What follows belongs to an exercise in optimizing a design on an open flow for small area, a short achievable clock period and few clock cycles; a production flow would make more cautious choices.
The RTL was checked by simulation tests, not by an equivalence proof against the original design.

Design mx_frame_tx, start of the top module:
module mx_frame_tx (
    input  wire       clk,
    input  wire       rst,
    input  wire       cmd_valid,
    output wire       cmd_ready,
    input  wire [7:0] cmd_len,
    input  wire       in_valid,
    output wire       in_ready,
    input  wire [7:0] in_data,
    output reg        w_valid,
    input  wire       w_ready,
    output reg  [7:0] w_data,
    output reg        w_last,
    output reg        rej
);
    localparam integer M    = 5;
    localparam integer MAXF = 160;
    localparam [7:0] SENT_END   = 8'h00;
    localparam [7:0] SENT_BEGIN = 8'h01;
    localparam [7:0] SENT_ENC   = 8'hFE;
    localparam [31:0] FNV_OFFSET = 32'h811C9DC5;
    function [7:0] b64_sym;
        input [5:0] v;
        begin
            case (v)
            6'd0: b64_sym = 8'h41;
            6'd1: b64_sym = 8'h42;
            6'd2: b64_sym = 8'h43;
            6'd3: b64_sym = 8'h44;
            6'd4: b64_sym = 8'h45;
            6'd5: b64_sym = 8'h46;
            6'd6: b64_sym = 8'h47;
            6'd7: b64_sym = 8'h48;
            6'd8: b64_sym = 8'h49;
            6'd9: b64_sym = 8'h4A;
            6'd10: b64_sym = 8'h4B;
            6'd11: b64_sym = 8'h4C;
            6'd12: b64_sym = 8'h4D;
  ...
clock: 10.0 ns
lec_check: 0
cap_margin: 20
core_margin: 2
core_utilization: 60
cts_buf_list: sky130_fd_sc_hd__clkbuf_8
cts_cluster_size: 40
setup_slack_margin: 5
slew_margin: 20
standard.sh (not shown) runs the stock make flow with config.mk's settings and CLKGATE_MAP_FILE= SYNTH_SCRIPT=/design/flow/synth_recipe.tcl, a recipe that flattens the netlist after the stock synthesis.
==> flow/flow/run.sh <==
#!/bin/bash
bash standard.sh SETUP_SLACK_MARGIN=6.5 \
  "BUFFER_PORTS_ARGS=-buffer_cell sky130_fd_sc_hd__buf_2" \
  "CTS_ARGS=-sink_clustering_enable -repair_clock_nets -sink_clustering_size 40 -buf_list sky130_fd_sc_hd__clkbuf_8 -dont_use_dummy_load" \
  finish > standard.log 2>&1
Testbench counts at the start, summed over its fixed seeds: cycles 23,720.
Edit:
==> flow/flow/run.sh (replaced) <==
#!/bin/bash
bash standard.sh SETUP_SLACK_MARGIN=5.5 "BUFFER_PORTS_ARGS=-buffer_cell sky130_fd_sc_hd__buf_2" finish > standard.log 2>&1
After rerunning: Design area fell by a few percent. Sequential share of layout area goes up by 1.8 points. Worst setup slack is worse by 0.39 ns.

========
Setup of job 3374:
mx_frame_tx again, from the RTL that the note above started with.
// mx_frame_tx
module mx_frame_tx (
    input  wire       clk,
    input  wire       rst,
    input  wire       cmd_valid,
    output wire       cmd_ready,
    input  wire [7:0] cmd_len,
    input  wire       in_valid,
    output wire       in_ready,
    input  wire [7:0] in_data,
    output reg        w_valid,
    input  wire       w_ready,
    output reg  [7:0] w_data,
    output reg        w_last,
    output reg        rej
);
==> flow/config.mk <==
export PLATFORM = sky130hd
export DESIGN_NAME = mx_frame_tx
export DESIGN_NICKNAME = mx_frame_tx
export VERILOG_FILES = /design/flow/design.v
export SDC_FILE = /design/flow/constraint.sdc
export NUM_CORES = 4
export LEC_CHECK = 0
export CAP_MARGIN = 20
export CORE_MARGIN = 2
export CORE_UTILIZATION = 60
export CTS_BUF_LIST = sky130_fd_sc_hd__clkbuf_8
export CTS_CLUSTER_SIZE = 40
export SETUP_SLACK_MARGIN = 5
export SLEW_MARGIN = 20
==> flow/constraint.sdc <==
create_clock -name core_clock -period 10.0 [get_ports {clk}]
set_input_delay 2.0000 -clock core_clock [delete_from_list [all_inputs] [get_ports {clk}]]
set_output_delay 2.0000 -clock core_clock [all_outputs]
set_load 0.01 [all_outputs]
==> flow/flow/run.sh <==
#!/bin/bash
bash standard.sh SETUP_SLACK_MARGIN=6 SKIP_GATE_CLONING=1 \
  "BUFFER_PORTS_ARGS=-buffer_cell sky130_fd_sc_hd__buf_2" \
  "CTS_ARGS=-sink_clustering_enable -repair_clock_nets -sink_clustering_size 40 -buf_list sky130_fd_sc_hd__clkbuf_8 -dont_use_dummy_load" \
  finish > standard.log 2>&1
Testbench counts of job 3374, summed over its fixed seeds: cycles 23,720.
The inputs of job 6476 differ from those of job 3374 as listed below.
Settings: ABC_AREA now 1, previously not set.
--- a/flow/flow/run.sh
+++ b/flow/flow/run.sh
@@ -2 +2 @@
-bash standard.sh SETUP_SLACK_MARGIN=6 SKIP_GATE_CLONING=1 \
+bash standard.sh SETUP_SLACK_MARGIN=6 \
### Flow results
- Job 6476 completed; timing, DRC and antenna clean
- Worst hold slack after final layout | job 6476 below job 3374
- In job 6476 the total number of cells along the worst setup path turned out 4 higher than in job 3374.
- Diff job 3374 -> job 6476: number of vias after detailed routing increased about 27%, final wirelength increased 5300 µm, maximum cell stage delay along the critical path essentially unchanged, clock period minus worst slack decreased 0.078 ns, met1 wire length increased about 18%.
- Between job 3374 and job 6476, the area growth from synthesis to layout is lower for job 6476.
What job 9657 does differently from job 6476 at the input level:
Settings: changing SLEW_MARGIN from 20 to 10; removing ABC_AREA (formerly 1); changing CAP_MARGIN from 20 to 10.
Notes after the runs:
From job 6476 to job 9657 the numbers moved as follows: cell count went down 398; horizontal die dimension went down about 3.3%.
Routed wire length: job 9657 and job 6476 compared, lower one is job 9657
The row count reported for job 9657 is smaller than that of job 6476 by 4.1%.
Global-route wire length before repair down 8500 µm in job 9657 wrt job 6476
Job 9657 did not stop at any stage, and its layout met the timing, design-rule and antenna checks.
Job 6476 finished end to end and its layout was clean on timing, DRC and antenna.
The inputs of job 9299 differ from those of job 9657 as listed below.
Settings: swapping 10 for 20 in CAP_MARGIN; putting GPL_TIMING_DRIVEN at 0 where nothing was set; swapping 10 for 20 in SLEW_MARGIN.
Results
- Job 9657 vs job 9299, end of the critical path: hf[16] vs hf[29]
- Going from job 9657 to job 9299, overall overflow remaining after global route was more or less identical, cell area after layout went up by 330 µm².
- Maximum frequency delta for job 9299 relative to job 9657: about 0.7% lower
- Compared with job 9657, job 9299 shows a sequential share of layout area that is 0.87 points lower.
> inputs changed (job 9299 -> job 7018)
Settings: removing GPL_TIMING_DRIVEN (formerly 0).
--- a/flow/flow/run.sh
+++ b/flow/flow/run.sh
@@ -2 +2 @@
-bash standard.sh SETUP_SLACK_MARGIN=6 \
+bash standard.sh SETUP_SLACK_MARGIN=6 SETUP_MOVE_SEQUENCE=unbuffer,sizeup,swap \
The final layout from job 7018, which completed every stage, passed the timing, design-rule and antenna checks at the end of the flow. Job 7018 gives less via count than job 9299 did. Against job 9299, job 7018 comes in 0.20 ns lower on minimum setup slack after placement. Job 7018 has footprint of the flip-flops and latches below what job 9299 had. Sort job 7018 and job 9299 by detailed-route wire length on metal 1 desc -> top: job 9299. Non-clock buffer count (job 7018 over job 9299): decrease, 69. The footprint of the multi-input gates of job 7018 and that of job 9299 are within noise of each other. Taking job 9299 as the reference point, the layout net count of job 7018 falls by about 5.5%. Looking at global-route usage, job 7018 sits 0.97 points lower than job 9299 does. Between job 7018 and job 9299, design area is higher for job 9299, job 7018 comes in under that.
What job 9385 does differently from job 7018 at the input level:
Settings: changing CTS_BUF_LIST from sky130_fd_sc_hd__clkbuf_8 to sky130_fd_sc_hd__clkbuf_4.
==> flow/flow/run.sh <==
#!/bin/bash
bash standard.sh SETUP_SLACK_MARGIN=6 \
  "BUFFER_PORTS_ARGS=-buffer_cell sky130_fd_sc_hd__buf_2" \
  "CTS_ARGS=-sink_clustering_enable -repair_clock_nets -sink_clustering_size 40 -buf_list sky130_fd_sc_hd__clkbuf_4 -dont_use_dummy_load" \
  finish > standard.log 2>&1
- Job 9385 ended with every stage complete and zero timing, DRC or antenna violations.
- Job 7018 did not stop at any stage, and its layout met the timing, design-rule and antenna checks.
- Comparing job 7018 against job 9385, there is no change at all in count of flip-flops and latches.
- Diff job 7018 -> job 9385: non-clock inverter instance count of the final layout grew by 1, CTS clock-pin slew for the worst setup and hold paths grew by 0.04 ns.

-- what the ideal ports hide --
The results above use ideal ports. As a check the final layouts listed here were re-extracted and re-timed, cells and wires unchanged. Step 1: set_driving_cell puts a clkbuf_16 on clk and a buf_2 on each other input, an assumption about the parent block. Step 2, shift: input delay + t, output delay - t, t = (earliest + latest rising clock arrival at the registers) / 2. This alone moves slack from input paths to output paths. Slacks: no drivers / after step 1 / after step 2; pairs: no drivers / after step 1.
run | t, ns | setup slack, ns | worst setup path after step 2 | worst data-port slew with drivers (ns)
the first run of note 1 | 0.470 | 6.015 / 6.015 / 5.974 | input to register | 0.03
the second run of note 1 | 0.483 | 5.626 / 5.626 / 5.331 | input to register | 0.03
job 3374 | 0.479 | 6.013 / 6.013 / 5.668 | input to register | 0.03
job 6476 | 0.472 | 6.091 / 6.091 / 5.771 | input to register | 0.03
job 9657 | 0.473 | 6.004 / 6.004 / 5.689 | input to register | 0.03
job 9299 | 0.467 | 5.974 / 5.974 / 5.650 | input to register | 0.03
job 7018 | 0.481 | 5.829 / 5.829 / 5.588 | input to register | 0.03
job 9385 | 0.559 | 5.935 / 5.935 / 5.626 | input to register | 0.03
After both steps setup and hold are still met in every run listed. The setup slack of job 3374, which loses most, moves by 0.000 ns with the drivers and by -0.345 ns with both steps.
